Source: an optimization exercise on an open RTL-to-GDS flow (aim: small area). Production flows keep margins and buffers that such runs may drop.
Only simulation tests tie the RTL to the original design; equivalence was not proved.
Power figures rest on the tool's default switching activity, not on a simulated workload. The flow treats the clock pin as an ideal source, which a real chip does not have.

==> design/flow/design.v <==
module urb_crc_step (
    input  wire [15:0] c,
    input  wire [7:0]  b,
    output wire [15:0] n
);
    reg [15:0] v;
    integer i;
    always @* begin
        v = c ^ {8'h00, b};
        for (i = 0; i < 8; i = i + 1)
            v = v[0] ? ((v >> 1) ^ 16'hA001) : (v >> 1);
    end
    assign n = v;
endmodule
module urabros_link (
    input  wire        clk,
    input  wire        rst,
    input  wire        link_close,
    input  wire        rx_valid,
    input  wire [7:0]  rx_data,
    output wire        ev_valid,
    output wire [2:0]  ev_kind,
    output wire [7:0]  ev_opcode,
    output wire [7:0]  ev_n,
    output wire [10:0] ev_len,
    output wire [7:0]  ev_byte,
    output wire [15:0] ev_crc_rx,
    output wire [15:0] ev_crc_calc,
    input  wire [7:0]  rd_addr,
    output reg  [7:0]  rd_data,
    input  wire        tx_cmd_valid,
    input  wire [7:0]  tx_cmd_opcode,
    input  wire [15:0] tx_cmd_args_len,
    output wire        tx_cmd_ready,
    input  wire        tx_arg_valid,
    input  wire [7:0]  tx_arg_data,
    output wire        tx_arg_ready,
    output wire        tx_out_valid,
    output wire [7:0]  tx_out_data,
    input  wire        tx_out_ready,
    output wire        tx_ev_valid,
    output wire [2:0]  tx_ev_kind,
    output wire [15:0] tx_ev_args_len,
    input  wire        g_init,
    input  wire        g_en,
    input  wire [7:0]  g_data,
    output wire [15:0] g_crc_out
);
    localparam [15:0] CRC_INIT = 16'hFFFF;
    localparam [2:0] EV_NONE    = 3'd0;
    localparam [2:0] EV_TEXT    = 3'd1;
    localparam [2:0] EV_FRAME   = 3'd2;
    localparam [2:0] EV_EMPTY   = 3'd3;
    localparam [2:0] EV_BADMARK = 3'd4;
    localparam [2:0] EV_TRUNC   = 3'd5;
    localparam [2:0] EV_CRCERR  = 3'd6;
    localparam [2:0] RX_AWAIT = 3'd0;
    localparam [2:0] RX_TEXT  = 3'd1;
    localparam [2:0] RX_BLEN  = 3'd2;
    localparam [2:0] RX_FOPC  = 3'd3;    
    localparam [2:0] RX_FARG  = 3'd4;    
    localparam [2:0] RX_FTLO  = 3'd5;    
    localparam [2:0] TX_IDLE  = 3'd0;
    localparam [2:0] TX_LEN   = 3'd1;
    localparam [2:0] TX_OPC   = 3'd2;
    localparam [2:0] TX_ARGS  = 3'd3;
    localparam [2:0] TX_CRCHI = 3'd4;
    localparam [2:0] TX_CRCLO = 3'd5;
    reg [2:0]   rx_state;
    reg [7:0]   rx_cnt;      
    reg [7:0]   rx_len;      
    reg [7:0]   rx_opc;
    reg [15:0]  rx_crc;
    reg [2:0]   ev_k;        
    reg [8*255-1:0] rx_buf;  
    reg [8*256-1:0] ev_buf;  
    reg [7:0]   ev_base;
    reg         ev_fr;
    wire        rx_step = rx_valid & ~rst & ~link_close;
    wire [15:0] rx_crc_next;
    urb_crc_step u_rx_crc (.c(rx_crc), .b(rx_data), .n(rx_crc_next));
    wire [7:0]  cnt_inc  = rx_cnt + 8'd1;
    wire [15:0] crc_rx   = {rx_buf[7:0], rx_data};
    wire        crc_ok   = (rx_crc == crc_rx);
    wire        len_zero = (rx_len == 8'd0);
    wire        is_03    = (rx_data == 8'h03);
    reg  [2:0] n_state;
    reg  [2:0] e_kind;
    reg        copy;
    reg        trunc;
    always @* begin
        n_state = rx_state;
        e_kind  = EV_NONE;
        copy    = 1'b0;
        trunc   = 1'b0;
        case (rx_state)
        RX_AWAIT: begin
            if (rx_data == 8'h02)
                n_state = RX_TEXT;
            else if (rx_data == 8'hFF)
                n_state = RX_BLEN;
            else
                e_kind = EV_BADMARK;
        end
        RX_TEXT: begin
            if (is_03) begin
                e_kind  = EV_TEXT;
                copy    = 1'b1;
                n_state = RX_AWAIT;
            end else if (rx_cnt == 8'd255) begin
                e_kind  = EV_TRUNC;
                copy    = 1'b1;
                trunc   = 1'b1;
                n_state = RX_AWAIT;
            end
        end
        RX_BLEN:
            n_state = RX_FOPC;
        RX_FOPC:
            n_state = len_zero ? RX_FTLO : RX_FARG;
        RX_FARG:
            if (cnt_inc == rx_len)
                n_state = RX_FTLO;
        default: begin    
            n_state = RX_AWAIT;
            if (!crc_ok)
                e_kind = EV_CRCERR;
            else if (len_zero)
                e_kind = EV_EMPTY;
            else begin
                e_kind = EV_FRAME;
                copy   = 1'b1;
            end
        end
        endcase
    end
    always @(posedge clk) begin
        if (rst || link_close) begin
            rx_state <= RX_AWAIT;
            ev_k     <= EV_NONE;
        end else if (rx_valid) begin
            rx_state <= n_state;
            ev_k     <= e_kind;
        end else begin
            ev_k     <= EV_NONE;
        end
    end
    always @(posedge clk) begin
        if (rx_step) begin
            rx_buf <= {rx_buf[8*254-1:0], rx_data};
            if (rx_state == RX_AWAIT)
                rx_cnt <= 8'd0;
            else if ((rx_state == RX_TEXT && !is_03) ||
                     (rx_state == RX_FARG && cnt_inc != rx_len))
                rx_cnt <= cnt_inc;
            if (rx_state == RX_BLEN) begin
                rx_len <= rx_data;
                rx_crc <= CRC_INIT;
            end
            if (rx_state == RX_FOPC && !len_zero)
                rx_opc <= rx_data;
            if ((rx_state == RX_FOPC && !len_zero) ||
                (rx_state == RX_FARG && cnt_inc != rx_len))
                rx_crc <= rx_crc_next;
            if (copy) begin
                ev_buf[8*255-1:0] <= rx_buf;
                ev_base <= rx_cnt;
                ev_fr   <= (rx_state != RX_TEXT);
            end
            if (trunc)
                ev_buf[8*256-1:8*255] <= rx_data;
        end
    end
    wire k_text  = (ev_k == EV_TEXT);
    wire k_frame = (ev_k == EV_FRAME);
    wire k_crc   = (ev_k == EV_FRAME) | (ev_k == EV_EMPTY) | (ev_k == EV_CRCERR);
    assign ev_valid    = (ev_k != EV_NONE);
    assign ev_kind     = ev_k;
    assign ev_opcode   = k_frame ? rx_opc : 8'd0;
    assign ev_n        = (k_frame | (ev_k == EV_CRCERR)) ? rx_len : 8'd0;
    assign ev_len      = {2'b00, ev_k == EV_TRUNC, (k_text | k_frame) ? rx_cnt : 8'd0};
    assign ev_byte     = (ev_k == EV_BADMARK) ? rx_buf[7:0] : 8'd0;
    assign ev_crc_rx   = k_crc ? rx_buf[15:0] : 16'd0;
    assign ev_crc_calc = k_crc ? rx_crc : 16'd0;
    wire [7:0] rd_pos = ev_base + ~rd_addr + {7'd0, ev_fr};
    reg [255:0] rd_sel;
    integer j;
    always @* begin
        for (j = 0; j < 256; j = j + 1)
            rd_sel[j] = (rd_pos == j);
    end
    wire [8*86-1:0] rd_part_n;    
    genvar g, b;
    generate
        for (g = 0; g < 86; g = g + 1) begin : grp
            for (b = 0; b < 8; b = b + 1) begin : lane
                if (g < 85) begin : full
                    urb_aoi222 u (
                        .a1(rd_sel[3*g]),   .a2(ev_buf[8*(3*g)+b]),
                        .b1(rd_sel[3*g+1]), .b2(ev_buf[8*(3*g+1)+b]),
                        .c1(rd_sel[3*g+2]), .c2(ev_buf[8*(3*g+2)+b]),
                        .y(rd_part_n[8*g+b]));
                end else begin : last
                    assign rd_part_n[8*g+b] = ~(rd_sel[255] & ev_buf[8*255+b]);
                end
            end
        end
    endgenerate
    reg [7:0] rd_mux;
    always @* begin
        rd_mux = 8'd0;
        for (j = 0; j < 86; j = j + 1)
            rd_mux = rd_mux | ~rd_part_n[8*j +: 8];
    end
    always @(posedge clk)
        rd_data <= rd_mux;
    reg [2:0]  tx_state;
    reg [7:0]  tx_r;       
    reg [15:0] tx_crc;     
    reg        tx_ev;
    wire tx_ctl  = rst | link_close;
    wire st_idle = (tx_state == TX_IDLE);
    wire st_opc  = (tx_state == TX_OPC);
    wire st_args = (tx_state == TX_ARGS);
    assign tx_cmd_ready = st_idle & ~tx_ctl;
    assign tx_arg_ready = st_args & tx_out_ready & ~tx_ctl;
    assign tx_out_valid = ~tx_ctl & ~st_idle & (~st_args | tx_arg_valid);
    reg [7:0] tx_byte;
    always @* begin
        case (tx_state)
        TX_LEN:   tx_byte = tx_r;
        TX_ARGS:  tx_byte = tx_arg_data;
        TX_CRCHI: tx_byte = tx_crc[15:8];
        default:  tx_byte = tx_crc[7:0];
        endcase
    end
    assign tx_out_data = tx_byte;
    wire [15:0] tx_crc_next;
    urb_crc_step u_tx_crc (.c(st_opc ? CRC_INIT : tx_crc), .b(tx_byte), .n(tx_crc_next));
    wire tx_fire = tx_out_valid & tx_out_ready;
    wire [7:0] tx_r_dec = tx_r - 8'd1;
    always @(posedge clk) begin
        if (tx_ctl) begin
            tx_state <= TX_IDLE;
            tx_ev    <= 1'b0;
        end else begin
            tx_ev <= 1'b0;
            case (tx_state)
            TX_IDLE:
                if (tx_cmd_valid) begin
                    if (tx_cmd_args_len <= 16'd254) begin
                        tx_r        <= tx_cmd_args_len[7:0] + 8'd1;
                        tx_crc[7:0] <= tx_cmd_opcode;
                        tx_state    <= TX_LEN;
                    end else begin
                        tx_crc <= tx_cmd_args_len;
                        tx_ev  <= 1'b1;
                    end
                end
            TX_LEN:
                if (tx_fire)
                    tx_state <= TX_OPC;
            TX_OPC, TX_ARGS:
                if (tx_fire) begin
                    tx_crc   <= tx_crc_next;
                    tx_r     <= tx_r_dec;
                    if (tx_r == 8'd1)
                        tx_state <= TX_CRCHI;
                    else
                        tx_state <= TX_ARGS;
                end
            TX_CRCHI:
                if (tx_fire)
                    tx_state <= TX_CRCLO;
            default:
                if (tx_fire)
                    tx_state <= TX_IDLE;
            endcase
        end
    end
    assign tx_ev_valid    = tx_ev;
    assign tx_ev_kind     = {3{tx_ev}};
    assign tx_ev_args_len = tx_ev ? tx_crc : 16'd0;
    reg  [15:0] g_crc;
    wire [15:0] g_crc_next;
    urb_crc_step u_g_crc (.c(g_crc), .b(g_data), .n(g_crc_next));
    always @(posedge clk) begin
        if (rst || g_init)
            g_crc <= CRC_INIT;
        else if (g_en)
            g_crc <= g_crc_next;
    end
    assign g_crc_out = g_crc;
endmodule
module urb_aoi222 (
    input  wire a1, a2, b1, b2, c1, c2,
    output wire y
);
    assign y = ~((a1 & a2) | (b1 & b2) | (c1 & c2));
endmodule
==> design/flow/flow/run.sh <==
#!/bin/bash
# The standard layout, except that clock tree synthesis adds no dummy
# loads to balance the tree. All tool output goes to standard.log here and
# to ORFS's per-step logs under orfs/logs/.
set -uo pipefail
export CTS_ARGS="-sink_clustering_enable -repair_clock_nets -dont_use_dummy_load -sink_clustering_size 30 -sink_clustering_max_diameter 80 -buf_list sky130_fd_sc_hd__clkbuf_16"
bash standard.sh > standard.log 2>&1
==> design/flow/standard.sh <==
#!/bin/bash
# synth_recipe.tcl (not shown) runs the flow's synth.tcl, then flattens the netlist and writes it again
# the make line also repeats each setting of config.mk as NAME=value (left out here)
make -C /OpenROAD-flow-scripts/flow DESIGN_CONFIG=/design/flow/config.mk WORK_HOME=/design/flow/orfs CLKGATE_MAP_FILE= SYNTH_SCRIPT=/design/flow/synth_recipe.tcl "${@:-finish}"
==> design/flow/config.mk <==
export PLATFORM = sky130hd
export DESIGN_NAME = urabros_link
export DESIGN_NICKNAME = urabros_link
export VERILOG_FILES = /design/flow/design.v
export SDC_FILE = /design/flow/constraint.sdc
export NUM_CORES = 4
export LEC_CHECK = 0
export CAP_MARGIN = 20
export CORE_MARGIN = 2
export CORE_UTILIZATION = 65
export CTS_BUF_LIST = sky130_fd_sc_hd__clkbuf_16
export CTS_CLUSTER_DIAMETER = 80
export CTS_CLUSTER_SIZE = 30
export PLACE_DENSITY = 0.75
export SLEW_MARGIN = 20
export SYNTH_HIERARCHICAL = 1
==> design/flow/constraint.sdc <==
create_clock -name core_clock -period 10.0 [get_ports {clk}]
set_input_delay 2.0000 -clock core_clock [delete_from_list [all_inputs] [get_ports {clk}]]
set_output_delay 2.0000 -clock core_clock [all_outputs]
set_load 0.01 [all_outputs]
==> flow_summary.yaml <==
route:
  drtIter0Drc: 13500
  detail_route.vias_per_cell: 6.94
  drt.antenna.violating_nets: 0
  routed-via-count: 64800
  drt_pass1_iterations: 13
  total_wire_length_microns: 301000
  detail_route.wl_per_cell_microns: 32.2
  route.detailed.drc: 0
global_routing:
  grt_pass1_vias: 61100
  grt_max_degree: 193
  global_route_congestion_overflow_total: 0
  antenna_violations_before_repair: 15
  track_usage: 0.271
  global_route_wire_length_before_repair_microns: 423000
timing:
  maxSlewHeadroom: 0.143
  fin_setup_tns_ns: 0
  timing.final.crit_period_ns: 7.95
  timing.final.max_slew_violations: 0
  report.final.setup_viol: 0
  achievable-frequency_ghz: 0.126
  number_of_failing_hold_endpoints_at_the_final_stage: 0
  fin_skew_ns: 0.0822
  rsz0062_at_grt: "no"
  final_min_period_over_clock_period: 0.795
  timing_worst_slew_pin_value_ns: 1.28
placed_design:
  port-buffer-count: 188
  place_area_sq_um: 146000
  place.gp.congestion: 1.01
  detailed_place_hpwl_microns: 201000
die:
  standard_cell_core_area_sq_um: 214000
  floorplan.initialDensity: 0.652
  core.rowCount: 170
  die_x_microns: 468
  die-area_sq_um: 219000
  ios: 191
  chipHeight_microns: 468
worst_setup_path:
  regToRegStartpoint: "ev_base[0]$_DFFE_PP_"
  slowest_stage: "nor4_1"
  worst-endpoint-required_ns: 10.74
  worst_ep_arrival_time_ns: 8.69
  worstRegToRegCells: 14
  cp-start-kind: "input pin"
  timing.critical_path.to_type: "register"
  worst-r2r-setup-slack_ns: 3.26
  worst_path_largest_cell_delay_ns: 0.99
  crit_chain: "clkdlybuf4s50_1 -> fa_1 -> inv_1 -> fa_1 -> xnor2_1 -> a211oi_1 -> nand2_1 -> nor2_1 -> a222oi_1 -> nand4_1 -> nor4_1 -> nand4_1 -> nor4_1 -> o21ai_1"
  worst-path-max-fanout: 8
  critPathKind: "input pin to register"
  timing.rr.end: "rd_data[1]$_DFF_P_"
pwr:
  seq_power_share: 0.705
  clock_power_share: 0.273
  int_power_w: 0.0225
  power_switching_share: 0.189
  powerDensity_nw_per_um2: 185
  static-leakage-power_nw: 45.4
  vdd.ir_drop.worst_v: 0.000197
  p_switching_w: 0.00526
  p_comb_frac: 0.023
hold_path:
  hold_path.startpoint: "rx_buf[1214]$_DFFE_PP_"
  holdPathEnd: "rx_buf[1222]$_DFFE_PP_"
  holdCritPathClass: "register to register"
  whs_path_depth: 0
cts:
  clock_sink_count: 4195
  post-cts-setup-buffers: 0
  worst_skew_late_latency_ns: 0.88
  cts-buffers-inserted: 162
  cts_buffer_depth: 3
  cts-root-buf: "clkbuf_16"
  cts_repair_resize_count: 0
  ctsHoldBuffers: 0
  clock_transition_at_the_registers_of_the_reported_paths_ns: 0.11
  cts-htree-levels: 4
  tritoncts: "yes"
layout:
  finalNetCount: 6567
  fraction_of_final_layout_cells_sized_beyond_drive_strength_1: 0.0526
  final_cell_area_sq_um: 150000
  n_fill_cell: 12100
  syn_to_final_growth_pct: 7.35
logic_synthesis:
  synthArstFlopShare: 0
  netlist_area_before_placement_sq_um: 140000
  synth-edff-count: 4161
  synthesis.yosys.warnings: 8
  synthesized_netlist_cell_count: 6123
  ys_seq_elements: 4195
  synth-main-ff-cell: "edfxtp_1"
  ys_types: 67
  ys_seq_area_frac: 0.899
  syn-mean-instance-area_sq_um: 22.8
status:
  outcome: "finished clean"
flow_run:
  max_cap_violations: 0
sequential cells by signal, indices dropped and copies added (netlist names):
name	flops
rx_crc	16
g_crc	16
rx_opc	8
tx_r	8
ev_base	8
rx_buf	2040
rx_state	3
tx_state	3
ev_k	3
rd_data	8
tx_crc	16
rx_cnt	8
ev_buf	2048
ev_fr	1
rx_len	8
tx_ev	1
Yosys stat by module, one instance, submodules excluded:
module | times used | cells | flip-flops and latches
urabros_link | 1 | 5365 | 4195
urb_aoi222 | 680 | 1 | 0
urb_crc_step | 3 | 26 | 0
power by group through the flow:
| stage | Combinational (W) | Clock (W) | Sequential, W |
|---|---|---|---|
| 2_1_floorplan | 0.000315 | 0 | 0.0203 |
| 3_3_place_gp | 0.000605 | 0 | 0.0200 |
| 3_5_place_dp | 0.000621 | 0 | 0.0200 |
| 4_1_cts | 0.000621 | 0.00768 | 0.0196 |
| 5_1_grt | 0.000659 | 0.00819 | 0.0196 |
| 6_report | 0.000630 | 0.00758 | 0.0196 |
critical path, delay by kind of cell:
kind | cells | cell delay, ns
and+or+nand+nor | 6 | 3.45
AOI/OAI and AO/OA | 3 | 1.02
xor gates and xnor gates | 1 | 0.97
adders and majority gates | 2 | 0.65
buffers and inverters | 2 | 0.60
cell usage after synthesis (5+ instances only):
cell / number / area share
a211oi_1: 8 / 0.00043
a21oi_1: 19 / 0.00068
a222oi_1: 680 / 0.049
and2_1: 49 / 0.0022
and3_1: 33 / 0.0015
buf_1: 6 / 0.00016
buf_2: 23 / 0.00082
buf_4: 26 / 0.0014
clkbuf_1: 32 / 0.00086
dfxtp_1: 34 / 0.0049
edfxtp_1: 4161 / 0.89
ha_1: 11 / 0.00098
inv_1: 21 / 0.00056
mux2_2: 8 / 0.00064
mux2i_1: 33 / 0.0024
nand2_1: 130 / 0.0035
nand2b_1: 5 / 0.00022
nand3_1: 22 / 0.00079
nand4_1: 178 / 0.0080
nor2_1: 304 / 0.0082
nor2b_1: 8 / 0.00036
nor3_1: 8 / 0.00029
nor4_1: 54 / 0.0024
o211ai_1: 10 / 0.00054
o21ai_0: 35 / 0.0013
o21ai_1: 7 / 0.00025
or2_1: 17 / 0.00076
or2_2: 20 / 0.00090
or3_1: 11 / 0.00049
or4_1: 10 / 0.00054
xnor2_1: 62 / 0.0039
xor2_1: 43 / 0.0027
cell type report:
type	count	area [sq um]	share of cell area
diodes	6	15.0	0.000100
multi-input cells	1819	13700	0.0914
repair buffers	290	2970	0.0198
flip-flops and latches	4195	126000	0.837
well taps	2838	3550	0.0237
inverters	21	82.6	0.000550
clock buffers	162	4050	0.0270
layout by cell type, fill, tap and decap left out, drive strengths merged, types with 38 or more instances in the layout:
cell	Yosys	final
a222oi	680	680
or2	38	38
o21ai	43	43
edfxtp	4161	4161
clkbuf	33	162
xnor2	62	62
xor2	43	43
buf	56	102
nor4	55	55
clkdlybuf4s50	0	188
and2	51	51
nand2	131	131
nand4	179	179
nor2	304	304
cell families after synthesis:
family	after synthesis	share of synthesized area
compound gates	781	0.0533
xor+xnor	115	0.00828
fa+ha+maj	13	0.00127
buf+inv	110	0.00392
flops	4195	0.899
mux	41	0.00301
other cells	1	0.0000268
simple gates	867	0.0312
how the worst max path moves through the flow:
stage	start	endpoint	slack, ns	cells past startpoint
after floorplan	rx_data[5]	ev_base[0]$_DFFE_PP_	-27.66	6
after global placement	rd_addr[0]	rd_data[1]$_DFF_P_	1.22	15
after detailed placement	rd_addr[0]	rd_data[6]$_DFF_P_	1.35	15
after CTS	rd_addr[0]	rd_data[6]$_DFF_P_	2.26	15
after global routing	rd_addr[0]	rd_data[6]$_DFF_P_	2.04	15
final	rd_addr[0]	rd_data[1]$_DFF_P_	2.05	14
stage by stage:
stage | util | worst slack [ns] | std cells | hold slack, ns | total power (W)
4_1_cts | 0.700 | 2.26 | 9324 | 0.412 | 0.0279
3_5_place_dp | 0.681 | 1.35 | 9162 | 0.405 | 0.0206
2_1_floorplan | - | -27.66 | 6124 | 0.400 | 0.0206
6_report | 0.700 | 2.05 | 9331 | 0.407 | 0.0278
3_3_place_gp | 0.681 | 1.22 | 9160 | 0.404 | 0.0206
5_1_grt | 0.700 | 2.04 | 9326 | 0.411 | 0.0284
metal layers:
| layer | part of all wire | GRT usage |
|---|---|---|
| met3 | 0.11 | 0.0590 |
| met1 | 0.37 | 0.383 |
| met2 | 0.47 | 0.424 |
| met4 | 0.043 | 0.103 |
| met5 | 0.000086 | 0 |

-- re-timing with driven ports --
How much do the figures lean on ideal ports? The routed layout below was timed once more, with nothing changed but the port constraints. Step 1 assumes that a clkbuf_16 drives the clock port and a buf_2 every other input. Step 2, shift: input delay + t, output delay - t, t = (earliest + latest rising clock arrival at the registers) / 2. This alone moves slack from input paths to output paths. a / b / c = ideal / step 1 / step 2; a / b = the first two.
shift t [ns]: 0.930
setup WS [ns]: 2.054 / 2.111 / 1.181
worst setup path at the end: input to register
worst slew at a driven data input, ns: 0.08
pins driven straight from the clock port: 1
After both steps setup and hold are still met in this run. For this run, drivers alone change the setup slack by +0.057 ns; drivers and shift together by -0.873 ns.
